This is an optimization exercise on Yosys and OpenROAD, whose aim is small area, a short achievable clock period and few clock cycles, not a production implementation.
In this exercise RTL edits were held to simulation tests only and were not proved equivalent to the original.
Power figures rest on the tool's default switching activity, not on a simulated workload.

<file path="design/flow/flow/run.sh">
#!/bin/bash
# Layout flow: the standard ORFS flow (standard.sh), with two changes to
# how the layout is made:
#  - ports are buffered with sky130_fd_sc_hd__buf_1 instead of the default
#    delay cell chosen by buffer_ports (still one buffer on every port);
#  - timing repair aims for more setup slack than the 10 ns clock needs.
# The clock period, SDC, synthesis, floorplan, power grid and tap cells are
# the standard flow's own. Each tool's output goes to the ORFS logs under orfs/logs and
# to flow.log here.
set -uo pipefail
bash standard.sh \
  BUFFER_PORTS_ARGS="-buffer_cell sky130_fd_sc_hd__buf_1" \
  SETUP_SLACK_MARGIN=6.8 \
  finish > flow.log 2>&1
st=$?
mkdir -p logs
cp -r orfs/logs/. logs/ 2>/dev/null || true
exit $st
</file>
<file path="design/flow/constraint.sdc">
create_clock -name core_clock -period 10.0 [get_ports {clk}]
set_input_delay 2.0000 -clock core_clock [delete_from_list [all_inputs] [get_ports {clk}]]
set_output_delay 2.0000 -clock core_clock [all_outputs]
set_load 0.01 [all_outputs]
</file>
<file path="design/flow/standard.sh">
#!/bin/bash
# synth_recipe.tcl (not shown) runs the flow's synth.tcl, then flattens the netlist and writes it again
# the make line also repeats each setting of config.mk as NAME=value (left out here)
make -C /OpenROAD-flow-scripts/flow DESIGN_CONFIG=/design/flow/config.mk WORK_HOME=/design/flow/orfs CLKGATE_MAP_FILE= SYNTH_SCRIPT=/design/flow/synth_recipe.tcl "${@:-finish}"
</file>
<file path="design/flow/design.v">
module c2mux_addr_enc (
    input  wire        clk,
    input  wire        rst,
    input  wire        start,
    input  wire [63:0] id,
    input  wire [3:0]  idlen,
    input  wire [7:0]  subid,
    input  wire        mcast,
    output reg         busy,
    output reg         done,
    output wire [47:0] addr,
    output wire        addr_valid,
    output wire [2:0]  cfgerr
);
    function [5:0] info;
        input [7:0] c;
        input       pad;
        begin
            info = pad ? 6'b111011 : {c[6], c[4:0]};
        end
    endfunction
    function [5:0] conv;
        input [5:0] h;
        begin
            conv = h[5] ? ({1'b0, h[4:0]} + 6'd9) : {2'b00, h[3:0]};
        end
    endfunction
    function valid_char;
        input [7:0] c;
        begin
            valid_char = (c[7:4] == 4'h3 && c[3:0] <= 4'd9) ||
                         (c[7:6] == 2'b01 && c[4:0] != 5'd0 && c[4:0] <= 5'd26);
        end
    endfunction
    reg [7:0] bad_q;
    reg       sub_q;
    reg       len_q;
    integer   k;
    always @(posedge clk) begin
        for (k = 0; k < 8; k = k + 1)
            bad_q[k] <= k < idlen && !valid_char(id[8*k +: 8]);
        sub_q <= subid[7:4] != 4'd0;
        len_q <= idlen > 4'd8;
    end
    wire [1:0] chk = sub_q ? 2'd1 : len_q ? 2'd3 : (|bad_q) ? 2'd2 : 2'd0;
    reg [5:0] ring [0:6];
    reg [5:0] c;
    reg [2:0] kc;           
    reg [2:0] pc;           
    reg [3:0] sub_r;
    reg       mc_r;
    reg [1:0] err_r;
    reg       ok_r;
    wire [5:0]  h    = ring[0];
    wire ts0;
    wire tc0;
    wire ts1;
    wire tc1;
    wire ts2;
    wire tc2;
    wire ts3;
    wire tc3;
    wire ts4;
    wire tc4;
    wire ts5;
    wire tc5;
    wire ts6;
    wire tc6;
    wire [11:0] tr1;
    wire [11:0] tr2;
    assign ts0 = h[0] ^ h[3];
    assign tc0 = h[0] & h[3];
    assign ts1 = h[0] ^ h[2];
    assign tc1 = h[0] & h[2];
    assign ts2 = h[1] ^ h[3] ^ c[3];
    assign tc2 = (h[1] & h[3]) | (h[1] & c[3]) | (h[3] & c[3]);
    assign ts3 = h[2] ^ h[4] ^ c[4];
    assign tc3 = (h[2] & h[4]) | (h[2] & c[4]) | (h[4] & c[4]);
    assign ts4 = h[5] ^ c[5] ^ ts0;
    assign tc4 = (h[5] & c[5]) | (h[5] & ts0) | (c[5] & ts0);
    assign ts5 = h[1] ^ h[4] ^ tc0;
    assign tc5 = (h[1] & h[4]) | (h[1] & tc0) | (h[4] & tc0);
    assign ts6 = h[2] ^ h[5];
    assign tc6 = h[2] & h[5];
    assign tr1 = {1'b0, h[5], h[4], h[3], ts6, tc4, tc3, tc2, tc1, c[2], h[1], h[0]};
    assign tr2 = {1'b0, 1'b0, 1'b0, tc6, tc5, ts5, ts4, ts3, ts2, ts1, c[1], c[0]};
    wire [11:0] t    = tr1 + tr2;
    wire        md_a = kc < pc;
    wire        md_b = kc == pc;
    wire [5:0]  out  = md_a ? t[5:0] : (md_b ? c : h);
    wire        fin  = kc == 3'd6 && pc == 3'd7;
    integer j;
    always @(posedge clk) begin
        for (j = 0; j < 6; j = j + 1)
            ring[j] <= busy ? ring[j+1] : info(id[8*(6-j) +: 8], (6 - j) >= idlen);
        ring[6] <= busy ? out : info(id[7:0], idlen == 4'd0);
        if (!busy)
            c <= conv(info(id[63:56], idlen < 4'd8));
        else if (md_a)
            c <= t[11:6];
        else if (md_b)
            c <= conv(h);
        kc <= (!busy || kc == 3'd6) ? 3'd0 : kc + 3'd1;
        if (!busy)
            pc <= 3'd0;
        else if (kc == 3'd6)
            pc <= pc + 3'd1;
        if (!busy) begin
            sub_r <= subid[3:0];
            mc_r  <= mcast;
        end
        if (busy && kc == 3'd0 && pc == 3'd0) begin
            err_r <= chk;
            ok_r  <= chk == 2'd0;
        end
        if (rst) begin
            busy <= 1'b0;
            done <= 1'b0;
        end else begin
            done <= busy && fin;
            busy <= busy ? !fin : start;
        end
    end
    assign addr = {ring[6][5:4], sub_r, 1'b1, mc_r, ring[6][3:0], ring[5],
                   ring[4], ring[3], ring[2], ring[1], ring[0]};
    assign addr_valid = ok_r;
    assign cfgerr     = {1'b0, err_r};
endmodule
module c2mux_act_est #(
    parameter N_SPEECH = 320
) (
    input  wire        clk,
    input  wire        rst,
    input  wire        smp_valid,
    input  wire [15:0] smp_data,
    input  wire [31:0] thr,
    output reg         done,
    output wire [39:0] sumsq,
    output reg         below
);
    localparam CNT_W = $clog2(N_SPEECH);
    reg [CNT_W-1:0] cnt;
    reg [14:0]      y;
    reg             s;
    reg             last_r;
    reg             last_q;
    reg             clr;
    reg             rst_q;
    reg [39:0]      acc;
    reg             c_r;
    reg             fin;
    reg [39:0]      sum_r;
    reg [31:0]      thr_rot;
    reg [1:0]       cy;
    reg [2:0]       k;
    reg             run;
    reg [30:0] sq0;
    reg [30:0] sq1;
    wire take = smp_valid && !rst;
    wire last = (cnt == N_SPEECH - 1);
    always @(posedge clk) begin
        if (rst)
            cnt <= {CNT_W{1'b0}};
        else if (smp_valid)
            cnt <= last ? {CNT_W{1'b0}} : cnt + 1'b1;
        s      <= take && smp_data[15];
        y      <= take ? (smp_data[14:0] ^ {15{smp_data[15]}}) : 15'd0;
        last_r <= take && last;
    end
    wire [39:0] acc_in = clr ? 40'd0 : acc;
    wire fs0;
    wire fc0;
    wire fs1;
    wire fc1;
    wire fs2;
    wire fc2;
    wire fs3;
    wire fc3;
    wire fs4;
    wire fc4;
    wire fs5;
    wire fc5;
    wire fs6;
    wire fc6;
    wire fs7;
    wire fc7;
    wire fs8;
    wire fc8;
    wire fs9;
    wire fc9;
    wire fs10;
    wire fc10;
    wire fs11;
    wire fc11;
    wire fs12;
    wire fc12;
    wire fs13;
    wire fc13;
    wire fs14;
    wire fc14;
    wire fs15;
    wire fc15;
    wire fs16;
    wire fc16;
    wire fs17;
    wire fc17;
    wire fs18;
    wire fc18;
    wire fs19;
    wire fc19;
    wire fs20;
    wire fc20;
    wire fs21;
    wire fc21;
    wire fs22;
    wire fc22;
    wire fs23;
    wire fc23;
    wire fs24;
    wire fc24;
    wire fs25;
    wire fc25;
    wire fs26;
    wire fc26;
    wire fs27;
    wire fc27;
    wire fs28;
    wire fc28;
    wire fs29;
    wire fc29;
    wire fs30;
    wire fc30;
    wire fs31;
    wire fc31;
    wire fs32;
    wire fc32;
    wire fs33;
    wire fc33;
    wire fs34;
    wire fc34;
    wire fs35;
    wire fc35;
    wire fs36;
    wire fc36;
    wire fs37;
    wire fc37;
    wire fs38;
    wire fc38;
    wire fs39;
    wire fc39;
    wire fs40;
    wire fc40;
    wire fs41;
    wire fc41;
    wire fs42;
    wire fc42;
    wire fs43;
    wire fc43;
    wire fs44;
    wire fc44;
    wire fs45;
    wire fc45;
    wire fs46;
    wire fc46;
    wire fs47;
    wire fc47;
    wire fs48;
    wire fc48;
    wire fs49;
    wire fc49;
    wire fs50;
    wire fc50;
    wire fs51;
    wire fc51;
    wire fs52;
    wire fc52;
    wire fs53;
    wire fc53;
    wire fs54;
    wire fc54;
    wire fs55;
    wire fc55;
    wire fs56;
    wire fc56;
    wire fs57;
    wire fc57;
    wire fs58;
    wire fc58;
    wire fs59;
    wire fc59;
    wire fs60;
    wire fc60;
    wire fs61;
    wire fc61;
    wire fs62;
    wire fc62;
    wire fs63;
    wire fc63;
    wire fs64;
    wire fc64;
    wire fs65;
    wire fc65;
    wire fs66;
    wire fc66;
    wire fs67;
    wire fc67;
    wire fs68;
    wire fc68;
    wire fs69;
    wire fc69;
    wire fs70;
    wire fc70;
    wire fs71;
    wire fc71;
    wire fs72;
    wire fc72;
    wire fs73;
    wire fc73;
    wire fs74;
    wire fc74;
    wire fs75;
    wire fc75;
    wire fs76;
    wire fc76;
    wire fs77;
    wire fc77;
    wire fs78;
    wire fc78;
    wire fs79;
    wire fc79;
    wire fs80;
    wire fc80;
    wire fs81;
    wire fc81;
    wire fs82;
    wire fc82;
    wire fs83;
    wire fc83;
    wire fs84;
    wire fc84;
    wire fs85;
    wire fc85;
    wire fs86;
    wire fc86;
    wire fs87;
    wire fc87;
    wire fs88;
    wire fc88;
    wire fs89;
    wire fc89;
    wire fs90;
    wire fc90;
    wire fs91;
    wire fc91;
    wire fs92;
    wire fc92;
    wire fs93;
    wire fc93;
    wire fs94;
    wire fc94;
    wire fs95;
    wire fc95;
    wire fs96;
    wire fc96;
    wire fs97;
    wire fc97;
    wire fs98;
    wire fc98;
    wire fs99;
    wire fc99;
    wire fs100;
    wire fc100;
    wire fs101;
    wire fc101;
    wire fs102;
    wire fc102;
    wire fs103;
    wire fc103;
    wire fs104;
    wire fc104;
    wire fs105;
    wire fc105;
    wire fs106;
    wire fc106;
    wire fs107;
    wire fc107;
    wire fs108;
    wire fc108;
    wire fs109;
    wire fc109;
    wire fs110;
    wire fc110;
    wire fs111;
    wire fc111;
    wire fs112;
    wire fc112;
    wire fs113;
    wire fc113;
    wire fs114;
    wire fc114;
    wire fs115;
    wire fc115;
    wire fs116;
    wire fc116;
    wire fs117;
    wire fc117;
    wire fs118;
    wire fc118;
    wire fs119;
    wire fc119;
    wire fs120;
    wire fc120;
    wire fs121;
    wire fc121;
    wire fs122;
    wire fc122;
    wire fs123;
    wire fc123;
    wire fs124;
    wire fc124;
    wire fs125;
    wire fc125;
    wire fs126;
    wire fc126;
    wire fs127;
    wire fc127;
    wire fs128;
    wire fc128;
    wire fs129;
    wire fc129;
    wire fs130;
    wire fc130;
    wire fs131;
    wire fc131;
    wire fs132;
    wire fc132;
    wire fs133;
    wire fc133;
    wire fs134;
    wire fc134;
    wire [39:0] xy1;
    wire [39:0] xy2;
    c2mux_ha u_fs0 (.a(y[5]), .b((s & y[9])), .s(fs0), .co(fc0));
    c2mux_ha u_fs1 (.a((s & y[10])), .b((y[0] & y[10])), .s(fs1), .co(fc1));
    c2mux_fa u_fs2 (.a(y[6]), .b((s & y[11])), .c((y[0] & y[11])), .s(fs2), .co(fc2));
    c2mux_ha u_fs3 (.a((y[1] & y[10])), .b((y[2] & y[9])), .s(fs3), .co(fc3));
    c2mux_fa u_fs4 (.a((s & y[12])), .b((y[0] & y[12])), .c((y[1] & y[11])), .s(fs4), .co(fc4));
    c2mux_ha u_fs5 (.a((y[2] & y[10])), .b((y[3] & y[9])), .s(fs5), .co(fc5));
    c2mux_fa u_fs6 (.a(y[7]), .b((s & y[13])), .c((y[0] & y[13])), .s(fs6), .co(fc6));
    c2mux_fa u_fs7 (.a((y[1] & y[12])), .b((y[2] & y[11])), .c((y[3] & y[10])), .s(fs7), .co(fc7));
    c2mux_ha u_fs8 (.a((y[4] & y[9])), .b((y[5] & y[8])), .s(fs8), .co(fc8));
    c2mux_fa u_fs9 (.a((s & y[14])), .b((y[0] & y[14])), .c((y[1] & y[13])), .s(fs9), .co(fc9));
    c2mux_fa u_fs10 (.a((y[2] & y[12])), .b((y[3] & y[11])), .c((y[4] & y[10])), .s(fs10), .co(fc10));
    c2mux_ha u_fs11 (.a((y[5] & y[9])), .b((y[6] & y[8])), .s(fs11), .co(fc11));
    c2mux_fa u_fs12 (.a(y[8]), .b((y[1] & y[14])), .c((y[2] & y[13])), .s(fs12), .co(fc12));
    c2mux_fa u_fs13 (.a((y[3] & y[12])), .b((y[4] & y[11])), .c((y[5] & y[10])), .s(fs13), .co(fc13));
    c2mux_ha u_fs14 (.a((y[6] & y[9])), .b((y[7] & y[8])), .s(fs14), .co(fc14));
    c2mux_fa u_fs15 (.a((y[2] & y[14])), .b((y[3] & y[13])), .c((y[4] & y[12])), .s(fs15), .co(fc15));
    c2mux_ha u_fs16 (.a((y[5] & y[11])), .b((y[6] & y[10])), .s(fs16), .co(fc16));
    c2mux_fa u_fs17 (.a(y[9]), .b((y[3] & y[14])), .c((y[4] & y[13])), .s(fs17), .co(fc17));
    c2mux_ha u_fs18 (.a((y[5] & y[12])), .b((y[6] & y[11])), .s(fs18), .co(fc18));
    c2mux_ha u_fs19 (.a((y[4] & y[14])), .b((y[5] & y[13])), .s(fs19), .co(fc19));
    c2mux_ha u_fs20 (.a(y[10]), .b((y[5] & y[14])), .s(fs20), .co(fc20));
    c2mux_ha u_fs21 (.a(y[3]), .b((s & y[5])), .s(fs21), .co(fc21));
    c2mux_ha u_fs22 (.a((s & y[6])), .b((y[0] & y[6])), .s(fs22), .co(fc22));
    c2mux_fa u_fs23 (.a(y[4]), .b((s & y[7])), .c((y[0] & y[7])), .s(fs23), .co(fc23));
    c2mux_ha u_fs24 (.a((y[1] & y[6])), .b((y[2] & y[5])), .s(fs24), .co(fc24));
    c2mux_fa u_fs25 (.a((s & y[8])), .b((y[0] & y[8])), .c((y[1] & y[7])), .s(fs25), .co(fc25));
    c2mux_ha u_fs26 (.a((y[2] & y[6])), .b((y[3] & y[5])), .s(fs26), .co(fc26));
    c2mux_fa u_fs27 (.a((y[0] & y[9])), .b((y[1] & y[8])), .c((y[2] & y[7])), .s(fs27), .co(fc27));
    c2mux_fa u_fs28 (.a((y[3] & y[6])), .b((y[4] & y[5])), .c(fs0), .s(fs28), .co(fc28));
    c2mux_fa u_fs29 (.a((y[1] & y[9])), .b((y[2] & y[8])), .c((y[3] & y[7])), .s(fs29), .co(fc29));
    c2mux_fa u_fs30 (.a((y[4] & y[6])), .b(fc0), .c(fs1), .s(fs30), .co(fc30));
    c2mux_fa u_fs31 (.a((y[3] & y[8])), .b((y[4] & y[7])), .c((y[5] & y[6])), .s(fs31), .co(fc31));
    c2mux_fa u_fs32 (.a(fc1), .b(fs3), .c(fs2), .s(fs32), .co(fc32));
    c2mux_fa u_fs33 (.a((y[4] & y[8])), .b((y[5] & y[7])), .c(fc3), .s(fs33), .co(fc33));
    c2mux_fa u_fs34 (.a(fs5), .b(fc2), .c(fs4), .s(fs34), .co(fc34));
    c2mux_fa u_fs35 (.a((y[6] & y[7])), .b(fc5), .c(fs8), .s(fs35), .co(fc35));
    c2mux_fa u_fs36 (.a(fc4), .b(fs6), .c(fs7), .s(fs36), .co(fc36));
    c2mux_fa u_fs37 (.a(fc8), .b(fs11), .c(fc6), .s(fs37), .co(fc37));
    c2mux_fa u_fs38 (.a(fc7), .b(fs10), .c(fs9), .s(fs38), .co(fc38));
    c2mux_fa u_fs39 (.a(fc11), .b(fs14), .c(fc10), .s(fs39), .co(fc39));
    c2mux_fa u_fs40 (.a(fc9), .b(fs12), .c(fs13), .s(fs40), .co(fc40));
    c2mux_fa u_fs41 (.a((y[7] & y[9])), .b(fc14), .c(fs16), .s(fs41), .co(fc41));
    c2mux_fa u_fs42 (.a(fc12), .b(fc13), .c(fs15), .s(fs42), .co(fc42));
    c2mux_fa u_fs43 (.a((y[7] & y[10])), .b((y[8] & y[9])), .c(fc16), .s(fs43), .co(fc43));
    c2mux_fa u_fs44 (.a(fs18), .b(fc15), .c(fs17), .s(fs44), .co(fc44));
    c2mux_fa u_fs45 (.a((y[6] & y[12])), .b((y[7] & y[11])), .c((y[8] & y[10])), .s(fs45), .co(fc45));
    c2mux_fa u_fs46 (.a(fc18), .b(fs19), .c(fc17), .s(fs46), .co(fc46));
    c2mux_fa u_fs47 (.a((y[6] & y[13])), .b((y[7] & y[12])), .c((y[8] & y[11])), .s(fs47), .co(fc47));
    c2mux_fa u_fs48 (.a((y[9] & y[10])), .b(fc19), .c(fs20), .s(fs48), .co(fc48));
    c2mux_fa u_fs49 (.a((y[6] & y[14])), .b((y[7] & y[13])), .c((y[8] & y[12])), .s(fs49), .co(fc49));
    c2mux_ha u_fs50 (.a((y[9] & y[11])), .b(fc20), .s(fs50), .co(fc50));
    c2mux_fa u_fs51 (.a(y[11]), .b((y[10] & y[11])), .c((y[7] & y[14])), .s(fs51), .co(fc51));
    c2mux_ha u_fs52 (.a((y[8] & y[13])), .b((y[9] & y[12])), .s(fs52), .co(fc52));
    c2mux_ha u_fs53 (.a((y[10] & y[12])), .b((y[8] & y[14])), .s(fs53), .co(fc53));
    c2mux_ha u_fs54 (.a(y[12]), .b((y[10] & y[13])), .s(fs54), .co(fc54));
    c2mux_ha u_fs55 (.a(y[2]), .b((s & y[3])), .s(fs55), .co(fc55));
    c2mux_ha u_fs56 (.a((s & y[4])), .b((y[0] & y[4])), .s(fs56), .co(fc56));
    c2mux_fa u_fs57 (.a((y[0] & y[5])), .b((y[1] & y[4])), .c((y[2] & y[3])), .s(fs57), .co(fc57));
    c2mux_fa u_fs58 (.a((y[1] & y[5])), .b((y[2] & y[4])), .c(fc21), .s(fs58), .co(fc58));
    c2mux_fa u_fs59 (.a((y[3] & y[4])), .b(fc22), .c(fs24), .s(fs59), .co(fc59));
    c2mux_fa u_fs60 (.a(fc24), .b(fs26), .c(fc23), .s(fs60), .co(fc60));
    c2mux_fa u_fs61 (.a(fc26), .b(fc25), .c(fs27), .s(fs61), .co(fc61));
    c2mux_fa u_fs62 (.a(fc27), .b(fs29), .c(fc28), .s(fs62), .co(fc62));
    c2mux_fa u_fs63 (.a(fc29), .b(fs31), .c(fc30), .s(fs63), .co(fc63));
    c2mux_fa u_fs64 (.a(fc31), .b(fs33), .c(fc32), .s(fs64), .co(fc64));
    c2mux_fa u_fs65 (.a(fc33), .b(fs35), .c(fc34), .s(fs65), .co(fc65));
    c2mux_fa u_fs66 (.a(fc35), .b(fc36), .c(fs37), .s(fs66), .co(fc66));
    c2mux_fa u_fs67 (.a(fc37), .b(fc38), .c(fs39), .s(fs67), .co(fc67));
    c2mux_fa u_fs68 (.a(fs41), .b(fc39), .c(fc40), .s(fs68), .co(fc68));
    c2mux_fa u_fs69 (.a(fc41), .b(fs43), .c(fc42), .s(fs69), .co(fc69));
    c2mux_fa u_fs70 (.a(fs45), .b(fc43), .c(fc44), .s(fs70), .co(fc70));
    c2mux_fa u_fs71 (.a(fc45), .b(fs47), .c(fs48), .s(fs71), .co(fc71));
    c2mux_fa u_fs72 (.a(fc47), .b(fs49), .c(fs50), .s(fs72), .co(fc72));
    c2mux_fa u_fs73 (.a(fs52), .b(fc49), .c(fs51), .s(fs73), .co(fc73));
    c2mux_fa u_fs74 (.a((y[9] & y[13])), .b(fc52), .c(fs53), .s(fs74), .co(fc74));
    c2mux_fa u_fs75 (.a((y[11] & y[12])), .b((y[9] & y[14])), .c(fc53), .s(fs75), .co(fc75));
    c2mux_ha u_fs76 (.a((y[10] & y[14])), .b((y[11] & y[13])), .s(fs76), .co(fc76));
    c2mux_ha u_fs77 (.a(y[13]), .b((y[11] & y[14])), .s(fs77), .co(fc77));
    c2mux_ha u_fs78 (.a(y[1]), .b((s & y[1])), .s(fs78), .co(fc78));
    c2mux_ha u_fs79 (.a((s & y[2])), .b((y[0] & y[2])), .s(fs79), .co(fc79));
    c2mux_fa u_fs80 (.a((y[0] & y[3])), .b((y[1] & y[2])), .c(fs55), .s(fs80), .co(fc80));
    c2mux_fa u_fs81 (.a((y[1] & y[3])), .b(fc55), .c(fs56), .s(fs81), .co(fc81));
    c2mux_fa u_fs82 (.a(fc56), .b(fs21), .c(fs57), .s(fs82), .co(fc82));
    c2mux_fa u_fs83 (.a(fs22), .b(fc57), .c(fs58), .s(fs83), .co(fc83));
    c2mux_fa u_fs84 (.a(fs23), .b(fc58), .c(fs59), .s(fs84), .co(fc84));
    c2mux_fa u_fs85 (.a(fs25), .b(fc59), .c(fs60), .s(fs85), .co(fc85));
    c2mux_fa u_fs86 (.a(fs28), .b(fc60), .c(fs61), .s(fs86), .co(fc86));
    c2mux_fa u_fs87 (.a(fs30), .b(fc61), .c(fs62), .s(fs87), .co(fc87));
    c2mux_fa u_fs88 (.a(fs32), .b(fc62), .c(fs63), .s(fs88), .co(fc88));
    c2mux_fa u_fs89 (.a(fs34), .b(fc63), .c(fs64), .s(fs89), .co(fc89));
    c2mux_fa u_fs90 (.a(fs36), .b(fc64), .c(fs65), .s(fs90), .co(fc90));
    c2mux_fa u_fs91 (.a(fs38), .b(fc65), .c(fs66), .s(fs91), .co(fc91));
    c2mux_fa u_fs92 (.a(fs40), .b(fc66), .c(fs67), .s(fs92), .co(fc92));
    c2mux_fa u_fs93 (.a(fs42), .b(fc67), .c(fs68), .s(fs93), .co(fc93));
    c2mux_fa u_fs94 (.a(fs44), .b(fc68), .c(fs69), .s(fs94), .co(fc94));
    c2mux_fa u_fs95 (.a(fs46), .b(fc69), .c(fs70), .s(fs95), .co(fc95));
    c2mux_fa u_fs96 (.a(fc46), .b(fs71), .c(fc70), .s(fs96), .co(fc96));
    c2mux_fa u_fs97 (.a(fc48), .b(fs72), .c(fc71), .s(fs97), .co(fc97));
    c2mux_fa u_fs98 (.a(fc50), .b(fs73), .c(fc72), .s(fs98), .co(fc98));
    c2mux_fa u_fs99 (.a(fc51), .b(fs74), .c(fc73), .s(fs99), .co(fc99));
    c2mux_fa u_fs100 (.a(fs54), .b(fc74), .c(fs75), .s(fs100), .co(fc100));
    c2mux_fa u_fs101 (.a(fc54), .b(fs76), .c(fc75), .s(fs101), .co(fc101));
    c2mux_fa u_fs102 (.a((y[12] & y[13])), .b(fc76), .c(fs77), .s(fs102), .co(fc102));
    c2mux_ha u_fs103 (.a((y[12] & y[14])), .b(fc77), .s(fs103), .co(fc103));
    c2mux_ha u_fs104 (.a(y[14]), .b((y[13] & y[14])), .s(fs104), .co(fc104));
    always @(posedge clk) begin
        sq0 <= {1'b0, fc104, fs104, fs103, fs102, fc100, fs100, fs99, fs98, fs97, fc95, fc94, fc93, fc92, fc91, fc90, fc89, fc88, fc87, fc86, fc85, fc84, fc83, fc82, fc81, fc80, fc79, fc78, (y[0] & y[1]), (s & y[0]), s};
        sq1 <= {1'b0, 1'b0, fc103, fc102, fc101, fs101, fc99, fc98, fc97, fc96, fs96, fs95, fs94, fs93, fs92, fs91, fs90, fs89, fs88, fs87, fs86, fs85, fs84, fs83, fs82, fs81, fs80, fs79, fs78, 1'b0, y[0]};
    end
    c2mux_ha u_fs105 (.a(sq0[0]), .b(sq1[0]), .s(fs105), .co(fc105));
    c2mux_ha u_fs106 (.a(sq0[1]), .b(acc_in[1]), .s(fs106), .co(fc106));
    c2mux_fa u_fs107 (.a(sq0[2]), .b(sq1[2]), .c(acc_in[2]), .s(fs107), .co(fc107));
    c2mux_fa u_fs108 (.a(sq0[3]), .b(sq1[3]), .c(acc_in[3]), .s(fs108), .co(fc108));
    c2mux_fa u_fs109 (.a(sq0[4]), .b(sq1[4]), .c(acc_in[4]), .s(fs109), .co(fc109));
    c2mux_fa u_fs110 (.a(sq0[5]), .b(sq1[5]), .c(acc_in[5]), .s(fs110), .co(fc110));
    c2mux_fa u_fs111 (.a(sq0[6]), .b(sq1[6]), .c(acc_in[6]), .s(fs111), .co(fc111));
    c2mux_fa u_fs112 (.a(sq0[7]), .b(sq1[7]), .c(acc_in[7]), .s(fs112), .co(fc112));
    c2mux_fa u_fs113 (.a(sq0[8]), .b(sq1[8]), .c(acc_in[8]), .s(fs113), .co(fc113));
    c2mux_fa u_fs114 (.a(sq0[9]), .b(sq1[9]), .c(acc_in[9]), .s(fs114), .co(fc114));
    c2mux_fa u_fs115 (.a(sq0[10]), .b(sq1[10]), .c(acc_in[10]), .s(fs115), .co(fc115));
    c2mux_fa u_fs116 (.a(sq0[11]), .b(sq1[11]), .c(acc_in[11]), .s(fs116), .co(fc116));
    c2mux_fa u_fs117 (.a(sq0[12]), .b(sq1[12]), .c(acc_in[12]), .s(fs117), .co(fc117));
    c2mux_fa u_fs118 (.a(sq0[13]), .b(sq1[13]), .c(acc_in[13]), .s(fs118), .co(fc118));
    c2mux_fa u_fs119 (.a(sq0[14]), .b(sq1[14]), .c(acc_in[14]), .s(fs119), .co(fc119));
    c2mux_fa u_fs120 (.a(sq0[15]), .b(sq1[15]), .c(acc_in[15]), .s(fs120), .co(fc120));
    c2mux_fa u_fs121 (.a(sq0[16]), .b(sq1[16]), .c(acc_in[16]), .s(fs121), .co(fc121));
    c2mux_fa u_fs122 (.a(sq0[17]), .b(sq1[17]), .c(acc_in[17]), .s(fs122), .co(fc122));
    c2mux_fa u_fs123 (.a(sq0[18]), .b(sq1[18]), .c(acc_in[18]), .s(fs123), .co(fc123));
    c2mux_fa u_fs124 (.a(sq0[19]), .b(sq1[19]), .c(acc_in[19]), .s(fs124), .co(fc124));
    c2mux_fa u_fs125 (.a(sq0[20]), .b(sq1[20]), .c(acc_in[20]), .s(fs125), .co(fc125));
    c2mux_fa u_fs126 (.a(sq0[21]), .b(sq1[21]), .c(acc_in[21]), .s(fs126), .co(fc126));
    c2mux_fa u_fs127 (.a(sq0[22]), .b(sq1[22]), .c(acc_in[22]), .s(fs127), .co(fc127));
    c2mux_fa u_fs128 (.a(sq0[23]), .b(sq1[23]), .c(acc_in[23]), .s(fs128), .co(fc128));
    c2mux_fa u_fs129 (.a(sq0[24]), .b(sq1[24]), .c(acc_in[24]), .s(fs129), .co(fc129));
    c2mux_fa u_fs130 (.a(sq0[25]), .b(sq1[25]), .c(acc_in[25]), .s(fs130), .co(fc130));
    c2mux_fa u_fs131 (.a(sq0[26]), .b(sq1[26]), .c(acc_in[26]), .s(fs131), .co(fc131));
    c2mux_fa u_fs132 (.a(sq0[27]), .b(sq1[27]), .c(acc_in[27]), .s(fs132), .co(fc132));
    c2mux_fa u_fs133 (.a(sq0[28]), .b(sq1[28]), .c(acc_in[28]), .s(fs133), .co(fc133));
    c2mux_ha u_fs134 (.a(sq0[29]), .b(acc_in[29]), .s(fs134), .co(fc134));
    assign xy1 = {acc_in[39], acc_in[38], acc_in[37], acc_in[36], acc_in[35], acc_in[34], acc_in[33], acc_in[32], acc_in[31], acc_in[30], fs134, fc132, fc131, fc130, fc129, fc128, fc127, fc126, fc125, fc124, fc123, fc122, fc121, fc120, fc119, fc118, fc117, fc116, fc115, fc114, fc113, fc112, fc111, fc110, fc109, fc108, fc107, fc106, fc105, acc_in[0]};
    assign xy2 = {1'b0, 1'b0, 1'b0, 1'b0, 1'b0, 1'b0, 1'b0, 1'b0, 1'b0, fc134, fc133, fs133, fs132, fs131, fs130, fs129, fs128, fs127, fs126, fs125, fs124, fs123, fs122, fs121, fs120, fs119, fs118, fs117, fs116, fs115, fs114, fs113, fs112, fs111, fs110, fs109, fs108, fs107, fs106, fs105};
    wire        cin    = !clr && c_r;
    wire [18:0] lo_sum = {1'b0, xy1[17:0]} + {1'b0, xy2[17:0]};
    wire [23:0] hi_sum = {1'b0, xy1[39:18], 1'b1} + {1'b0, xy2[39:18], cin};
    wire [39:0] acc_nxt = {hi_sum[22:1], lo_sum[17:0]};
    always @(posedge clk) begin
        last_q <= !rst && last_r;
        acc    <= acc_nxt;
        c_r    <= lo_sum[18];
        rst_q  <= rst;
        clr    <= rst || rst_q || last_q;
        fin    <= !rst && last_q;
    end
    wire [4:0] m1 = (k == 3'd7) ? 5'b00000 : (k == 3'd6) ? 5'b00011 : 5'b11111;
    wire [4:0] m4 = (k == 3'd7) ? 5'b00000 : (k == 3'd6) ? 5'b01111 :
                    (k == 3'd0) ? 5'b11100 : 5'b11111;
    wire [4:0] sv = (k == 3'd7) ? 5'd0 : sum_r[9:5];
    wire [4:0] t1 = thr_rot[21:17] & m1;
    wire [4:0] t4 = thr_rot[19:15] & m4;
    wire [6:0] dv = {2'b0, sv} + {2'b0, ~t1} + {2'b0, ~t4} + {5'b0, cy};
    always @(posedge clk) begin
        sum_r   <= fin ? {acc[39:18] + {21'd0, c_r}, acc[17:0]} : {sum_r[4:0], sum_r[39:5]};
        thr_rot <= last ? thr : {thr_rot[4:0], thr_rot[31:5]};
        cy      <= fin ? 2'd2 : dv[6:5];
        k       <= fin ? 3'd0 : k + 3'd1;
        if (run && k == 3'd7)
            below <= dv[4];
        if (rst) begin
            run  <= 1'b0;
            done <= 1'b0;
        end else begin
            run  <= fin || (run && k != 3'd7);
            done <= run && k == 3'd7;
        end
    end
    assign sumsq = sum_r;
endmodule
module c2mux_fa (
    input  wire a,
    input  wire b,
    input  wire c,
    output wire s,
    output wire co
);
    assign s  = a ^ b ^ c;
    assign co = (a & b) | (a & c) | (b & c);
endmodule
module c2mux_ha (
    input  wire a,
    input  wire b,
    output wire s,
    output wire co
);
    assign s  = a ^ b;
    assign co = a & b;
endmodule
module c2mux_dp (
    input  wire        clk,
    input  wire        rst,           
    input  wire        enc_start,     
    input  wire [63:0] enc_id,        
    input  wire [3:0]  enc_idlen,
    input  wire [7:0]  enc_subid,     
    input  wire        enc_mcast,
    output wire        enc_busy,
    output wire        enc_done,
    output wire [47:0] addr,          
    output wire        addr_valid,
    output wire [2:0]  cfgerr,
    input  wire        smp_valid,
    input  wire [15:0] smp_data,      
    input  wire [31:0] thr,           
    output wire        est_done,
    output wire [39:0] sumsq,
    output wire        est_data       
);
    c2mux_addr_enc u_enc (
        .clk        (clk),
        .rst        (rst),
        .start      (enc_start),
        .id         (enc_id),
        .idlen      (enc_idlen),
        .subid      (enc_subid),
        .mcast      (enc_mcast),
        .busy       (enc_busy),
        .done       (enc_done),
        .addr       (addr),
        .addr_valid (addr_valid),
        .cfgerr     (cfgerr)
    );
    c2mux_act_est #(.N_SPEECH(320)) u_est (
        .clk       (clk),
        .rst       (rst),
        .smp_valid (smp_valid),
        .smp_data  (smp_data),
        .thr       (thr),
        .done      (est_done),
        .sumsq     (sumsq),
        .below     (est_data)
    );
endmodule
</file>
<file path="design/flow/config.mk">
export PLATFORM = sky130hd
export DESIGN_NAME = c2mux_dp
export DESIGN_NICKNAME = c2mux_dp
export VERILOG_FILES = /design/flow/design.v
export SDC_FILE = /design/flow/constraint.sdc
export NUM_CORES = 4
export LEC_CHECK = 0
export CAP_MARGIN = 20
export CORE_MARGIN = 2
export CORE_UTILIZATION = 70
export CTS_BUF_LIST = sky130_fd_sc_hd__clkbuf_16
export CTS_CLUSTER_DIAMETER = 120
export CTS_CLUSTER_SIZE = 30
export SLEW_MARGIN = 20
export SYNTH_HIERARCHICAL = 1
export SYNTH_MINIMUM_KEEP_SIZE = 0
</file>
==> results.txt, run 1 <==
Worst-path cell with the longest stage delay: dfxtp_2. The maximum fanout along the worst path was 9. At the later pin of the worst-skew pair, clock insertion delay measures 0.49 ns. The tools report the final hold violation count as 0. The logs give 1 for the CTS H-tree depth and 0 for the diode insertion count for antenna repair.

From bottom edge to top edge, the die measures 151 um. CTS placed an instance of clkbuf_16 at the clock tree root. The most common cell after layout, fill and taps aside was dfxtp_1. The category of the worst setup path launch point was a flip-flop.

225 I/O pins were placed. TritonCTS built the clock tree. The run gives 0.00747 uW as the reported leakage power. Setup repair after global routing could not meet its margin everywhere. The first global-routing pass estimated 52.7 mm of wire.

The net count of the mapped netlist was 1816; the standard cell core area was 21200 um2. The worst-case IR drop observed on VDD is 0.0942 mV. The most used flip-flop cell after synthesis is dfxtp_1.

The highest cell delay on the worst timing path was 0.48 ns; the synthesis-to-layout area growth was 10.3%. Number of buffers inserted for hold repair after clock tree synthesis: 0. The clock-pin slew of the registers on the worst-case setup and hold paths is 0.11 ns. No sink is reached through more buffers than the 3 on the longest clock path.

Measured on the finished design, the core utilization comes to 79.3%. Detailed placement ended at an HPWL of 25.5 mm. Setup violations remaining at the end of the flow were counted as 0.

The cell type with the highest aggregate area in the netlist is dfxtp_1. The number of antenna violations at the first check in global routing was 0. The share of the clock period used by the worst path after layout works out to 31.4%.

The critical path goes through buf_1. Counting flops with an async set or reset pin after synthesis yields a share of 0%. In this run the critical register-to-register path is captured at u_est.cy[0]$_SDFF_PP0_. The setup check on the worst reg-to-reg path leaves a slack of 6.87 ns. Maximum clock frequency: 319 MHz. Summed over its instances, the top area cell type makes up 35.3% of the synthesized netlist area. The count of antenna-violating nets left after detailed routing is 0.

The post-route netlist has 7.69% of its cells at a drive strength greater than 1. The final total negative setup slack was 0 ns; the net total in the final layout was 2008. The floorplan die area was 22900 um2; the number of enable-type register cells in the synthesized netlist was 15. Detailed routing inserted a total of 11100 vias.

The synthesized netlist occupies a cell area of 15200 um2. Sequential elements use 38.3% of the synthesized area. The number of design-rule violations left by the first detailed-router iteration came out at 633.

The worst register-to-register path has a depth of 14. Summing all placed instances gives a cell area of 16200 um2. The mean post-synth cell area came out at 10.3 um2. The die is 151 um wide. Summed over all layers, the global routing overflow is 0. Input and output buffers added on the ports amount to 222.

For this configuration, the core starts out at a cell density of 71.9%. For the worst setup path, the data required time is 8.00 ns. Cell row count: 53. The tools report the final-layout fill cell count as 1431. Data arrives at the worst endpoint at 1.14 ns. Dividing total power by cell area gives a power density of 137 nW/um2. Entering global routing, the biggest net connects 67 pins. In this run the most critical hold path is launched from u_est.k[0]$_SDFF_PP0_. The worst hold path belongs to the class reg -> reg. For this run, design rule violations remaining after detail routing come to 0.

The run finished with no timing, DRC or antenna violations. The worst register-to-register path begins at u_est.k[1]$_SDFF_PP0_. The number of instances on the worst hold path was 1; the hold slack was 0.432 ns.

The synthesis warning total is 9. In the post-synthesis netlist, the biggest area contributors are dfxtp_1 (35%), fa_1 (16%), ha_1 (8.1%). Count of buffering cells on the critical path with inverters included: 1. The congestion estimate from routability-driven global placement came to 0.922.

Number of global-route vias before repair: 10600. The logs give 0 for the number of slew-limit violations in the final report and 13 for the CTS buffer count. The synthesized netlist contains 61 unique library cells. After routing the design area is 16800 um2.

Measured against its own limit, the worst slew margin works out to 46.1%. The gate count of the mapped netlist is 1471, and the vias per cell is 5.71. The setup path with the least slack is of type reg -> out. Among cell families on the critical path, the largest total delay comes from flip-flops. The clock sink count was 283.

Kind of end point of the critical path: an output port. The terminating pin of the worst hold path was u_est.k[0]$_SDFF_PP0_. The library cells used most frequently in the layout, excluding fill and tap cells, are dfxtp_1 (258), buf_1 (219), and2_1 (126). The clock arrives with 0.0177 ns of skew.

After synthesis the netlist holds a flip-flop and latch count of 283. The total length of routed wires was 33.8 mm. After detailed routing, the average wire length per cell comes to 17.4 um.

The first detailed-routing pass took 5 iterations. After layout, the minimum clock period comes to 3.14 ns. Overall routing resource usage: 29.0%. The tools report the max capacitance violation total as 0. The slew at the pin with the worst max-slew slack came out at 0.807 ns.
==> Yosys stat by module, one instance, submodules excluded, excerpt <==
| module | area, um2 | flip-flops and latches |
|---|---|---|
| c2mux_fa | 20.0 | 0 |
| c2mux_addr_enc | 3850 | 74 |
| c2mux_ha | 12.5 | 0 |
==> per-stage QoR <==
step	cells	setup slack, ns	total power (uW)
finish	1939	6.86	2290
global route	1939	6.73	2400
CTS	1932	6.71	2290
detailed placement	1914	6.44	1700
global placement	1914	6.48	1680
floorplan	1471	6.84	1570
==> metal layers <==
layer  global-route usage [%]  vias up  wire length [um]
li1                         -     5312                 -
met1                     42.1     5338             15100
met2                     47.4      369             15900
met3                     3.22       45              2140
met4                     6.26        0               602
met5                        0        -                 0
==> repair_timing <==
| action | 4_1_cts | 5_1_grt |
|---|---|---|
| endpoints found under the setup margin | 18 | 11 |
| cloned | 2 | 1 |
| pin swaps | 0 | 2 |
| endpoints found under the hold margin | 0 | 0 |
| gates resized for setup | 19 | 20 |
| buffers inserted | 0 | 6 |
==> state kept, by name, summed over array words and instances, names as in the netlist, 4 cells and up <==
| name | flops |
|---|---|
| u_enc.ring | 42 |
| u_est.cnt | 9 |
| u_enc.c | 6 |
| u_est.y | 15 |
| u_est.thr_rot | 32 |
| u_enc.bad_q | 8 |
| u_est.acc | 40 |
| u_enc.sub_r | 4 |
| u_est.sq0 | 30 |
| u_est.sum_r | 40 |
| u_est.sq1 | 28 |
==> power by group <==
part | total (uW) | switching [uW] | internal [uW]
registers | 1280 | 69.4 | 1210
logic | 412 | 228 | 184
clock network | 596 | 353 | 243
==> final cells by class <==
cell class	count	area, um2	share of cell area, %
Multi-Input combinational cell	1069	8980	53.5
Sequential cell	283	5840	34.8
Timing Repair Buffer	235	1030	6.12
Tap cell	275	344	2.05
Clock buffer	13	325	1.94
Inverter	61	234	1.40
Clock inverter	3	27.5	0.164
==> how the worst max path moves through the flow <==
stage                                   from                endpoint  slack [ns]  cells past startpoint
finish              u_enc.ring[0][4]$_DFF_P_                 addr[4]        6.86                      1
global route           u_est.k[0]$_SDFF_PP0_  u_est.cy[0]$_SDFF_PP0_        6.73                     16
CTS                    u_est.k[0]$_SDFF_PP0_  u_est.cy[0]$_SDFF_PP0_        6.71                     16
detailed placement              enc_idlen[3]    u_enc.c[1]$_DFFE_PP_        6.44                      7
global placement                enc_idlen[3]    u_enc.c[1]$_DFFE_PP_        6.48                      7
floorplan                       enc_idlen[3]    u_enc.c[1]$_DFFE_PP_        6.84                      8
==> synthesized netlist by cell type, types with 3 or more instances <==
master / n
a211oi_1: 4
a21o_1: 9
a21oi_1: 87
a21oi_2: 3
a31oi_1: 8
and2_1: 126
and3_1: 12
buf_4: 3
clkbuf_1: 54
dfxtp_1: 268
edfxtp_1: 15
fa_1: 118
ha_1: 98
inv_1: 60
mux2_2: 56
mux2i_1: 3
nand2_1: 77
nand2b_1: 13
nand3_1: 36
nand4_1: 9
nor2_1: 111
nor2b_1: 49
nor3_1: 15
nor4_1: 3
o211ai_1: 10
o21a_1: 3
o21ai_0: 52
o21bai_1: 4
o22a_1: 25
o22ai_1: 5
o31ai_1: 3
or2_2: 7
or3_1: 3
or4_1: 4
xnor2_1: 56
xor2_1: 35
==> logic make-up after synthesis <==
logic type	count (synthesis)	share of synthesized area (%)
and+or+nand+nor	469	15.9
DFF	283	38.3
AOI/OAI and AO/OA	232	9.60
adders and majority gates	216	23.6
buffers and inverters	119	3.01
xor gates and xnor gates	91	5.24
muxes	59	4.35
other	2	0.0494
Testbench counts, summed over its fixed seeds: cycles 10,328.
==> inputs of run 2 (changes only) <==
--- a/design/flow/flow/run.sh
+++ b/design/flow/flow/run.sh
@@ -12,3 +12,3 @@
   BUFFER_PORTS_ARGS="-buffer_cell sky130_fd_sc_hd__buf_1" \
-  SETUP_SLACK_MARGIN=6.8 \
+  SETUP_SLACK_MARGIN=7.0 \
   finish > flow.log 2>&1
--- a/design/flow/config.mk
+++ b/design/flow/config.mk
@@ -9,6 +9,6 @@
 export CORE_MARGIN = 2
-export CORE_UTILIZATION = 70
+export CORE_UTILIZATION = 60
 export CTS_BUF_LIST = sky130_fd_sc_hd__clkbuf_16
-export CTS_CLUSTER_DIAMETER = 120
-export CTS_CLUSTER_SIZE = 30
+export CTS_CLUSTER_DIAMETER = 100
+export CTS_CLUSTER_SIZE = 25
 export SLEW_MARGIN = 20
==> run 2 against run 1 <==
  * Cell area is 10% higher
  * Die area is 16% higher
  * Hold slack worse by 0.0099 ns
  * Area after synthesis unchanged
  * Combinational power is 17% higher
  * Non-clock buffer count grew 49
  * Clock power increased by 14%
  * Via count is 1.3% higher
  * Register-to-register slack better by 0.13 ns
  * Clock skew decreased by 0.0077 ns
  * Sequential cell count is the same
==> results.txt, run 2 <==
The type of the worst min-delay path was reg -> reg. The maximum fanout along the worst path is 2 (-7), and the final hold violation count is 0 (unchanged). The run gives 11200 (+4.9%) as the number of global-route vias before repair. In the layout the commonest cells are dfxtp_1 (176), and2_1 (126), buf_1 (126). For the normalized max-slew margin, the log shows 51.9% (+5.8 points).

Peak supply drop: 0.114 mV (+21%). The minimum period implied by the final worst setup slack came out at 3.10 ns (-0.0428 ns). The count of cell types in the netlist is 61 (unchanged), and the path depth of the worst reg2reg path is 14 (unchanged). The flip-flop cell with the highest count after synthesis is dfxtp_1. For the CTS H-tree depth, the log shows 1 (unchanged). The critical path goes through buf_12 -> buf_6. The mean post-synth cell area is 10.3 um2 (unchanged).

Global-route wire length before repair: 56.1 mm (+6.5%). TritonCTS built the clock tree. By count the netlist is led by dfxtp_1 (268), and2_1 (126), fa_1 (118).

The critical path is of the reg -> out type. The tools report the number of non-filler instances in the completed layout as 2050 (+5.7%). The synthesis warning total is 9 (unchanged), and the floorplan die area is 26600 um2 (+16%). The fraction of registers with async set/reset works out to 0% (unchanged).

The standard cell core area is 25000 um2 (+18%), and the synthesis-to-layout area growth is 21.4%. The flip-flop and latch count after synthesis is 283 (unchanged). The height of the die was 163 um (+7.8%). The critical path starts at u_enc.busy$_SDFF_PP0_. The worst setup path is captured at an output port.

The endpoint identified for the worst register-to-register timing path is u_est.cy[0]$_SDFF_PP0_. The worst-path cell with the longest stage delay was dfxtp_4. The final total negative setup slack came out at 0 ns (unchanged). The worst register-to-register path begins at u_est.k[1]$_SDFF_PP0_.

The cell row count is 58 (+9.4%). The effective utilization at floorplan was 60.7% (-11 points); the diode insertion count for antenna repair was 0 (unchanged). The clock sink count was 283 (unchanged).

Following the worst setup path forward leads to its endpoint at enc_busy. The run gives 3 (unchanged) as the maximum number of buffers from clock root to sink. The clock latency reported for the late side of the worst-skew pair came out at 0.50 ns (about the same). The share of the clock period used by the worst path after layout was 31.0% (-0.43 points).

Slew at the pin with the worst max-slew slack: 0.703 ns (-0.105 ns). The slack of the worst reg-to-reg path is 7.00 ns (+0.13 ns), and the net count of the mapped netlist is 1816 (unchanged). The proportion of layout cells with a drive suffix above 1 is 23.4% (+16 points), and the gate count of the mapped netlist is 1471 (unchanged).

The tools report the final-layout fill cell count as 1857 (+30%). The reported leakage power was 0.00825 uW (+11%). The net total in the final layout is 2059 (+2.5%), and the vias per cell is 5.47 (-4.1%). Cell at the root of the clock tree: clkbuf_16. STA classifies the critical path startpoint as a flip-flop. The largest registers in the layout are u_enc.ring: 42 flops, u_est.acc: 40 flops, u_est.sum_r: 40 flops. By area the synthesized netlist is led by dfxtp_1 (35%), fa_1 (16%), ha_1 (8.1%). Setup repair after global routing could not meet its margin everywhere.

The total global routing overflow was 0 (unchanged). Leaving out fill and tap cells, the most frequent cell in the layout is dfxtp_1. The number of antenna violations at the first check in global routing is 0 (unchanged). The tools report the placed cell count as 1971 (+3.0%). The number of slew-limit violations in the final report was 0 (unchanged).

The largest net degree at the start of global routing is 49 (-27%). The total of buffers placed on input and output ports came out at 222 (unchanged). Dominant cell by count in the synthesized netlist: dfxtp_1. The count of antenna-violating nets left after detailed routing is 0 (unchanged), and the CTS buffer count is 15 (+2). The post-DP HPWL is 25.9 mm (+1.5%), and the residual DRC count is 0 (unchanged). The detailed-router iteration count before antenna repair was 5 (unchanged); the final weighted congestion of routability-driven global placement was 0.888 (-3.7%). Summed over all instances, the cell type with the most area after synthesis is dfxtp_1. Data arrival time at the worst-slack endpoint: 1.10 ns (-0.04 ns). Count of cell instances traversed by the critical path: 2 (+1). The required time reported for the critical path endpoint came out at 8.00 ns (about the same). The power per cell area is 132 nW/um2 (-3.1%), and the proportion of synthesized chip area in sequential cells is 38.3% (unchanged).

The overall routing resource usage is 26.5% (-2.5 points), and the number of ports placed on the die boundary is 225 (unchanged). For the post-route clock skew, the log shows 0.00993 ns (-0.00773 ns). Gate family responsible for the most delay along the worst path: flip-flops.

The count of buffering cells on the critical path with inverters included was 2 (+1); the via count was 11200 (+1.3%). The highest cell delay on the worst timing path was 0.37 ns (-0.11 ns). The flow ran to the end and the layout has no timing, DRC or antenna violations.

The clock-pin slew of the registers on the worst-case setup and hold paths is 0.10 ns (about the same), and the x dimension of the die is 163 um (+7.8%). For the cell area after technology mapping, the log shows 15200 um2 (unchanged). The logs give 0 (unchanged) for the number of setup violations in the final report and 0 (unchanged) for the number of buffers inserted for hold repair after clock tree synthesis.

The logs give 665 (+5.1%) for the number of design-rule violations left by the first detailed-router iteration and 0 (unchanged) for the max capacitance violation total. Ranked by flip-flop count, first place goes to u_enc.ring. The number of flip-flops in the largest register came out at 42 (unchanged).

The number of enable-type register cells in the synthesized netlist is 15 (unchanged), and the fraction of post-synthesis cell area in the top cell type by area is 35.3% (unchanged). The routed length per placed instance came out at 17.8 um (+2.3%). The maximum clock frequency was 323 MHz (+1.4%); the total length of routed wires was 36.5 mm (+8.1%).
## run 2: changes by cell type in the layout (fill, tap and decap cells not counted), sizes merged
cell,delta
clkinv,+2
bufinv,+1
clkbuf,+6
buf,+45
inv,+2
## run 2: cells by family (layout without fill, tap and decap cells)
family / after synthesis / in the layout / share of synthesized area, %
simple gates: 469 / 469 / 15.9
flops: 283 / 283 / 38.3
compound gates: 232 / 232 / 9.60
fa+ha+maj: 216 / 216 / 23.6
buf+inv: 119 / 368 / 3.01
xor+xnor: 91 / 91 / 5.24
mux: 59 / 59 / 4.35
other cells: 2 / 2 / 0.0494
## run 2: worst register-to-register path, delay by kind of cell, from the launching register on
family | cells | cell delay, ns
adders and majority gates | 5 | 1.42
xor gates and xnor gates | 1 | 0.19
and+or+nand+nor | 4 | 0.34
DFF | 1 | 0.37
AOI/OAI and AO/OA | 4 | 0.54
## run 2: worst min-delay path by stage
stage | from | endpoint | slack (ns) | depth (start not counted)
final | u_est.rst_q$_DFF_P_ | u_est.clr$_DFF_P_ | 0.42 | 1
after global routing | u_est.rst_q$_DFF_P_ | u_est.clr$_DFF_P_ | 0.44 | 1
after CTS | u_est.rst_q$_DFF_P_ | u_est.clr$_DFF_P_ | 0.42 | 1
after detailed placement | u_est.rst_q$_DFF_P_ | u_est.clr$_DFF_P_ | 0.39 | 1
after global placement | u_est.rst_q$_DFF_P_ | u_est.clr$_DFF_P_ | 0.40 | 1
after floorplan | u_est.s$_DFF_P_ | u_est.sq0[0]$_DFF_P_ | 0.38 | 0
## run 2: layout make-up
class	instances	area, um2	share of cell area, %
timing repair buffer	284	1980	10.8
inverter	61	234	1.27
multi-input combinational	1069	9380	50.8
clock inverter	8	71.3	0.387
clock buffer	15	375	2.03
tap	330	413	2.24
sequential	283	5990	32.5
## run 2: where the power goes
part	switching, uW	total [uW]	internal (uW)	leakage, uW
sequential	66.6	1280	1210	0.00238
combinational	249	484	235	0.00564
clock	374	679	306	0.000233
total	689	2440	1750	0.00825
## run 2: modules after synthesis, one instance, submodules excluded, excerpt
module,cells inside,flops+latches,area [um2],times used
c2mux_addr_enc,441,74,3850,1
c2mux_ha,1,0,12.5,30
c2mux_fa,1,0,20.0,105
## run 2: through the flow
step	cell area [um2]	hold WS [ns]	worst slack, ns	utilization (%)	power, uW
finish	18400	0.422	6.90	73.7	2440
global route	18400	0.439	6.87	73.7	2560
CTS	17800	0.419	6.89	71.1	2420
detailed placement	16300	0.393	6.42	65.1	1700
global placement	16300	0.400	6.44	65.1	1690
floorplan	15300	0.377	6.90	-	1570
## run 2: what timing repair did
item,4_1_cts,5_1_grt
gates cloned,4,0
setup endpoints to repair,117,122
endpoints found under the hold margin,0,0
pin swaps,11,33
setup buffers,32,20
resized for setup,259,122
## run 2: routing by layer
layer	routed length, um	global-route usage (%)	vias up
met1	16200	37.4	5437
met5	0	0	-
met2	17400	42.8	296
met4	988	7.80	0
li1	-	-	5417
met3	1940	3.53	62
==> inputs of run 3 (changes only) <==
--- a/design/flow/flow/run.sh
+++ b/design/flow/flow/run.sh
@@ -12,3 +12,3 @@
   BUFFER_PORTS_ARGS="-buffer_cell sky130_fd_sc_hd__buf_1" \
-  SETUP_SLACK_MARGIN=7.0 \
+  SETUP_SLACK_MARGIN=6.8 \
   finish > flow.log 2>&1
==> run 3 against run 2 <==
  * Cell count shrank 2.5%
  * Core utilization shrank 6.2 points
  * Die area is the same
  * Power shrank 4.6%
  * Fmax shrank 1.6%
  * Sequential cell count is the same
  * Synthesized cell count is the same
  * Sequential power is essentially flat
  * Register-to-register slack lost 0.10 ns
  * Largest power group unchanged
==> results.txt, run 3 <==
The effective utilization at floorplan is 60.7% (unchanged). The number of flip-flops in the largest register was 42 (unchanged); the final-layout fill cell count was 2130 (+15%). The run gives 1471 (unchanged) as the gate count of the mapped netlist. For the net count of the mapped netlist, the log shows 1816 (unchanged). The area of placed instances came out at 16300 um2 (-0.19%).

The fraction of registers with async set/reset is 0% (unchanged). The maximum clock frequency was 318 MHz (-1.6%); the largest net degree at the start of global routing was 67 (+37%). The flow ran to the end and the layout has no timing, DRC or antenna violations.

The peak supply drop came out at 0.115 mV (+1.1%). The worst setup path is launched from a flip-flop. The tools report the clock sink count as 283 (unchanged). For the cell row count, the log shows 58 (unchanged).

Setup repair after global routing could not meet its margin everywhere. The logs give 16.0 mm (-1.1%) for the routed metal-1 wire length and 5 (unchanged) for the detailed-router iteration count before antenna repair. The x dimension of the die came out at 163 um (unchanged). The highest cell delay on the worst timing path is 0.46 ns (+0.09 ns), and the fraction of post-synthesis cell area in the top cell type by area is 35.3% (unchanged). The net total in the final layout was 2010 (-2.4%). The CTS H-tree depth was 1 (unchanged); the height of the die was 163 um (unchanged).

The floorplan die area was 26600 um2 (unchanged); the clock latency reported for the late side of the worst-skew pair was 0.50 ns (about the same). The count of cell types in the netlist was 61 (unchanged); the routed length per placed instance was 16.8 um (-5.7%). The required time reported for the critical path endpoint was 8.00 ns (about the same).

The minimum period implied by the final worst setup slack works out to 3.15 ns (+0.0493 ns). Grouping stages by cell kind, the critical path spends the most delay in flip-flops. The residual DRC count is 0 (unchanged). For the post-route cell area, the log shows 16900 um2 (-8.4%). Synthesis-to-layout area growth: 11.2%. By instance count, the leading cell after synthesis is dfxtp_1. The clock-pin slew of the registers on the worst-case setup and hold paths came out at 0.10 ns (about the same).

The register with the highest flop count was u_enc.ring. In the layout the commonest cells are dfxtp_1 (259), buf_1 (219), and2_1 (126). The total global routing overflow was 0 (unchanged); the mean post-synth cell area was 10.3 um2 (unchanged).

Final hold violation count: 0 (unchanged). Uppermost layer routed: met4. The category of the critical setup timing path is reg -> out. The slowest stage of the critical path is the dfxtp_2 cell. The total of buffers placed on input and output ports was 222 (unchanged); the worst-case setup slack after placement was 6.40 ns (-0.0203 ns). The run gives 17.3% (-2.5 points) as the power share of the combinational group.

CTS placed an instance of clkbuf_16 at the clock tree root. The tools report the number of setup violations in the final report as 0 (unchanged). The proportion of synthesized chip area in sequential cells came out at 38.3% (unchanged). The routed length on met2 is 15.3 mm (-12%). Post-route clock skew: 0.0209 ns (+0.0109 ns). The run gives 0 (unchanged) as the number of antenna violations at the first check in global routing.

The final total negative setup slack was 0 ns (unchanged); the diode insertion count for antenna repair was 0 (unchanged). The global-route wire length before repair is 53.1 mm (-5.4%), and the share of the clock period used by the worst path after layout is 31.5% (+0.49 points). In the synthesized netlist, the cells that appear most often are dfxtp_1 (268), and2_1 (126), fa_1 (118).

In the final layout, the registers with the most flip-flops are u_enc.ring: 42 flops, u_est.acc: 40 flops, u_est.sum_r: 40 flops. The flip-flop cell with the highest count after synthesis is dfxtp_1. Cell type with the highest aggregate area in the netlist: dfxtp_1. The most common cell after layout, fill and taps aside is dfxtp_1. The maximum fanout along the worst path is 8 (+6), and the setup slack of the critical path after layout is 6.85 ns (-0.0493 ns). The slew at the pin with the worst max-slew slack was 0.794 ns (+0.0910 ns); the cell-internal power was 1670 uW (-4.6%). The CTS buffer count was 15 (unchanged). The cell area after technology mapping is 15200 um2 (unchanged).

The vias per cell works out to 5.45 (-0.38%). The logs give 692 (+4.1%) for the number of design-rule violations left by the first detailed-router iteration and 0 (unchanged) for the number of slew-limit violations in the final report. The power per cell area was 138 nW/um2 (+4.1%). The standard cell core area was 25000 um2 (unchanged); the number of enable-type register cells in the synthesized netlist was 15 (unchanged).

The proportion of layout cells with a drive suffix above 1 works out to 7.67% (-16 points). The reported leakage power was 0.00750 uW (-9.1%). The tools report the post-route core utilization as 67.5% (-6.2 points). The synthesis warning total is 9 (unchanged), and the flip-flop and latch count after synthesis is 283 (unchanged). The power share of the clock group was 27.6% (-0.2 points). Walking the worst path, the cells encountered are buf_1. The logs give 47.1% (-4.9 points) for the normalized max-slew margin and 1.70 mm (-12%) for the routed length on met3.

The worst hold path belongs to the class reg -> reg. The total length of routed wires was 33.6 mm (-8.1%); the maximum number of buffers from clock root to sink was 3 (unchanged). The share of power burned in registers is 55.1% (+2.7 points). Number of ports placed on the die boundary: 225 (unchanged). For the number of buffers inserted for hold repair after clock tree synthesis, the log shows 0 (unchanged). The logs give 0 (unchanged) for the count of antenna-violating nets left after detailed routing and 0.857 (-3.5%) for the final weighted congestion of routability-driven global placement. The count of buffering cells on the critical path with inverters included was 1 (-1). The run gives 10600 (-4.8%) as the number of global-route vias before repair. The worst setup path is captured at an output port.

Overall routing resource usage: 24.8% (-1.7 points). The logs give 0 (unchanged) for the max capacitance violation total and 656 uW (-4.8%) for the total net switching power. By area the synthesized netlist is led by dfxtp_1 (35%), fa_1 (16%), ha_1 (8.1%). The tools report the data arrival time at the worst-slack endpoint as 1.15 ns (+0.05 ns).

The via count is 10900 (-2.9%), and the post-DP HPWL is 25.6 mm (-0.90%). Fraction of power spent switching nets: 28.2% (-0.034 points). TritonCTS built the clock tree.
## run 3: cell counts after synthesis
No cell type changed its count.
## run 3: worst register-to-register path, stage by stage (launching register included)
cell and delay (ns):
dfxtp_1 0.33, ha_1 0.20, ha_2 0.22, inv_2 0.11, nand2_1 0.10, fa_1 0.53, inv_1 0.06, fa_1 0.41
inv_1 0.06, ha_1 0.21, nand2_1 0.06, a311oi_1 0.05, o21ai_1 0.14, nand2b_1 0.11, a21oi_2 0.18, xnor2_1 0.14
nor2_1 0.05
## run 3: stage by stage
stage               power [uW]  std cells  hold slack (ns)
finish                    2330       1999            0.429
global route              2450       1999            0.473
CTS                       2340       1993            0.440
detailed placement        1700       1971            0.409
global placement          1690       1971            0.393
floorplan                 1570       1471            0.377
## run 3: logic make-up after synthesis
logic type | after synthesis | share of synthesized area (%)
AND/OR/NAND/NOR | 469 | 15.9
flip-flops | 283 | 38.3
AO/OA/AOI/OAI | 232 | 9.60
adder cells (fa/ha/maj) | 216 | 23.6
buffers and inverters | 119 | 3.01
XOR/XNOR | 91 | 5.24
multiplexers | 59 | 4.35
other | 2 | 0.0494
## run 3: Yosys stat by module, one instance, submodules excluded, excerpt
| module | flops+latches | times used | cell area (um2) |
|---|---|---|---|
| c2mux_addr_enc | 74 | 1 | 3850 |
| c2mux_fa | 0 | 105 | 20.0 |
| c2mux_ha | 0 | 30 | 12.5 |
## run 3: timing repair
action,in CTS,in global routing
gates resized for setup,15,19
setup endpoints to repair,17,15
pin swaps,0,4
cloned,1,3
buffers inserted,0,3
## run 3: layout make-up
type	count	area [um2]	area share, %
Multi-Input combinational cell	1069	8970	53.1
Inverter	61	229	1.35
Clock buffer	15	375	2.22
Sequential cell	283	5840	34.5
Timing Repair Buffer	235	1040	6.14
Tap cell	330	413	2.44
Clock inverter	6	40.0	0.237
## run 3: final timing paths
check,cells past startpoint,endpoint,slack [ns],start
hold reg to reg,1,u_est.clr$_DFF_P_,0.43,u_est.rst_q$_DFF_P_
hold / removal,1,u_est.clr$_DFF_P_,0.43,u_est.rst_q$_DFF_P_
setup / recovery,1,addr[0],6.85,u_enc.ring[0][0]$_DFF_P_
setup reg to reg,16,u_est.cy[0]$_SDFF_PP0_,6.90,u_est.k[0]$_SDFF_PP0_
## run 3: power by group through the flow
| stage | Combinational, uW | Clock (uW) | Sequential [uW] |
|---|---|---|---|
| floorplan | 284 | 0 | 1280 |
| detailed placement | 392 | 0 | 1310 |
| global route | 455 | 701 | 1290 |
| finish | 404 | 643 | 1280 |
| global placement | 384 | 0 | 1310 |
| CTS | 398 | 662 | 1280 |
## run 3: metal layers
layer,up-vias,track usage [%]
met4,0,5.31
li1,5319,-
met2,257,40.0
met1,5282,36.1
met5,-,0
met3,34,2.89
==> inputs of run 4 (changes only) <==
--- a/design/flow/config.mk
+++ b/design/flow/config.mk
@@ -10,5 +10,5 @@
 export CORE_UTILIZATION = 60
-export CTS_BUF_LIST = sky130_fd_sc_hd__clkbuf_16
-export CTS_CLUSTER_DIAMETER = 100
-export CTS_CLUSTER_SIZE = 25
+export CTS_BUF_LIST = sky130_fd_sc_hd__clkbuf_8
+export CTS_CLUSTER_DIAMETER = 60
+export CTS_CLUSTER_SIZE = 12
 export SLEW_MARGIN = 20
==> run 4 against run 3 <==
  * Still clean on timing, DRC and antenna
  * Sequential power hardly changed
  * Power is 2.7% higher
  * First-iteration DRC count is 0.72% lower
  * Combinational power is 2% higher
  * Synthesized cell count stayed put
  * Clock skew is 0.018 ns higher
  * Non-clock buffer count is 2 higher
  * Sequential cell count stayed put
  * Cell area is 1.3% higher
  * Critical path type unchanged
==> results.txt, run 4 <==
The flow ran to the end and the layout has no timing, DRC or antenna violations. After synthesis, the most frequently instantiated cells are dfxtp_1 (268), and2_1 (126), fa_1 (118). Most common cell after layout, fill and taps aside: dfxtp_1.

The run gives 58 (unchanged) as the cell row count. The number of instances on the worst hold path works out to 1 (unchanged). The tools report the gate count of the mapped netlist as 1471 (unchanged). The power per cell area works out to 140 nW/um2 (+1.5%).

Placed cell count: 1971 (unchanged). The maximum number of buffers from clock root to sink is 3 (unchanged). The overall routing resource usage is 25.4% (+0.62 points), and the diode insertion count for antenna repair is 0 (unchanged). Leaving out fill and tap cells, the most frequent cells in the layout are dfxtp_1 (240), buf_1 (198), and2_1 (126).

For the CTS buffer count, the log shows 29 (+14). The share of power burned in registers was 53.5% (-1.6 points). The final weighted congestion of routability-driven global placement came out at 0.857 (unchanged).

In the final layout, the registers with the most flip-flops are u_enc.ring: 42 flops, u_est.acc: 40 flops, u_est.sum_r: 40 flops. The max capacitance violation total was 0 (unchanged); the cell area after technology mapping was 15200 um2 (unchanged). The run gives 0 (unchanged) as the final hold violation count. The height of the die was 163 um (unchanged); the cell-internal power was 1700 uW (+1.7%). The run gives 1.20 ns (+0.05 ns) as the data arrival time at the worst-slack endpoint. The post-route clock skew came out at 0.0390 ns (+0.0181 ns).

The tools report the number of antenna violations at the first check in global routing as 0 (unchanged). Cell type with the highest aggregate area in the netlist: dfxtp_1. Cell at the root of the clock tree: clkbuf_8. Detailed-router iteration count before antenna repair: 5 (unchanged).

The path depth of the worst reg2reg path is 12 (-4). Type of the worst min-delay path: reg -> reg. Routed length per placed instance: 16.9 um (+0.50%). Kind of end point of the critical path: an output port.

The number of flip-flops in the largest register was 42 (unchanged); the number of enable-type register cells in the synthesized netlist was 15 (unchanged). For the total net switching power, the log shows 692 uW (+5.5%). The logs give 26600 um2 (unchanged) for the floorplan die area and 38.3% (unchanged) for the proportion of synthesized chip area in sequential cells. The final total negative setup slack was 0 ns (unchanged); the clock latency reported for the late side of the worst-skew pair was 0.61 ns (+0.11 ns). The effective utilization at floorplan was 60.7% (unchanged). The count of cell types in the netlist was 61 (unchanged).

The slew at the pin with the worst max-slew slack is 0.796 ns (+0.00245 ns), and the synthesis warning total is 9 (unchanged). For the net count of the mapped netlist, the log shows 1816 (unchanged). By area the synthesized netlist is led by dfxtp_1 (35%), fa_1 (16%), ha_1 (8.1%). The final-layout fill cell count was 2081 (-2.3%). The number of non-filler instances in the completed layout came out at 2023 (+1.2%). For the number of ports placed on the die boundary, the log shows 225 (unchanged).

The via count is 11000 (+0.99%). For the total global routing overflow, the log shows 0 (unchanged).
[run 4: through the flow]
stage	hold WS [ns]	power [uW]	worst slack (ns)	utilization (%)	instance area [um2]
after CTS	0.432	2410	6.75	67.7	17000
after global placement	0.393	1690	6.49	65.0	16300
final	0.436	2390	6.80	68.4	17100
after detailed placement	0.409	1700	6.40	65.0	16300
after floorplan	0.377	1570	6.84	-	15200
after global routing	0.471	2510	6.75	68.4	17100
[run 4: area by class of cell]
class	instances	area, um2	share of cell area [%]
multi-input combinational	1069	9000	52.6
tap	330	413	2.41
inverter	61	231	1.35
timing repair buffer	237	1090	6.38
sequential	283	5870	34.3
clock buffer	30	413	2.41
clock inverter	13	97.6	0.570
[run 4: final timing paths]
| path | endpoint | from | slack, ns |
|---|---|---|---|
| min reg2reg | u_est.clr$_DFF_P_ | u_est.rst_q$_DFF_P_ | 0.44 |
| max reg2reg | u_est.acc[39]$_DFF_P_ | u_est.clr$_DFF_P_ | 6.94 |
| max | enc_busy | u_enc.busy$_SDFF_PP0_ | 6.80 |
| min | u_est.clr$_DFF_P_ | u_est.rst_q$_DFF_P_ | 0.44 |
[run 4: logic make-up (layout without fill, tap and decap cells)]
kind of cell / count (synthesis) / after routing / share of synthesized area (%)
AOI/OAI and AO/OA: 232 / 232 / 9.60
xor gates and xnor gates: 91 / 91 / 5.24
adders and majority gates: 216 / 216 / 23.6
buffers and inverters: 119 / 341 / 3.01
DFF: 283 / 283 / 38.3
muxes: 59 / 59 / 4.35
other: 2 / 2 / 0.0494
and+or+nand+nor: 469 / 469 / 15.9
[run 4: repair_timing]
action	4_1_cts	5_1_grt
setup buffers	4	1
resized for setup	47	37
pin swaps	0	4
setup endpoints to repair	34	30
hold buffers	0	0
cloned	2	2
hold endpoints to repair	0	0
[run 4: power by group through the flow]
stage | clock (uW) | combinational, uW | sequential, uW
global route | 762 | 463 | 1290
finish | 702 | 411 | 1280
detailed placement | 0 | 392 | 1310
floorplan | 0 | 284 | 1280
CTS | 723 | 406 | 1280
global placement | 0 | 384 | 1310
[run 4: modules after synthesis, one instance, submodules excluded, excerpt]
| module | flops+latches | area [um2] | cells inside | copies in the design |
|---|---|---|---|---|
| c2mux_addr_enc | 74 | 3850 | 441 | 1 |
| c2mux_fa | 0 | 20.0 | 1 | 105 |
| c2mux_ha | 0 | 12.5 | 1 | 30 |
[run 4: routing by layer]
metal	GRT usage (%)	up-vias	share of wire (%)
li1	-	5360	-
met1	36.7	5307	48
met2	40.5	281	45
met3	3.50	52	4.9
met4	6.56	0	2.4
met5	0	-	0
[run 4: critical path, cell delays in order, from the launching register on]
cell and delay [ns]:
dfxtp_4 0.36, buf_12 0.12, buf_6 0.11

Check on run 4: ideal ports give 6.804 ns setup slack; a clkbuf_16 on the clock port and buf_2 on the inputs give 6.758 ns; moving port delays by the midpoint clock arrival (0.631 ns) as well gives 6.359 ns.
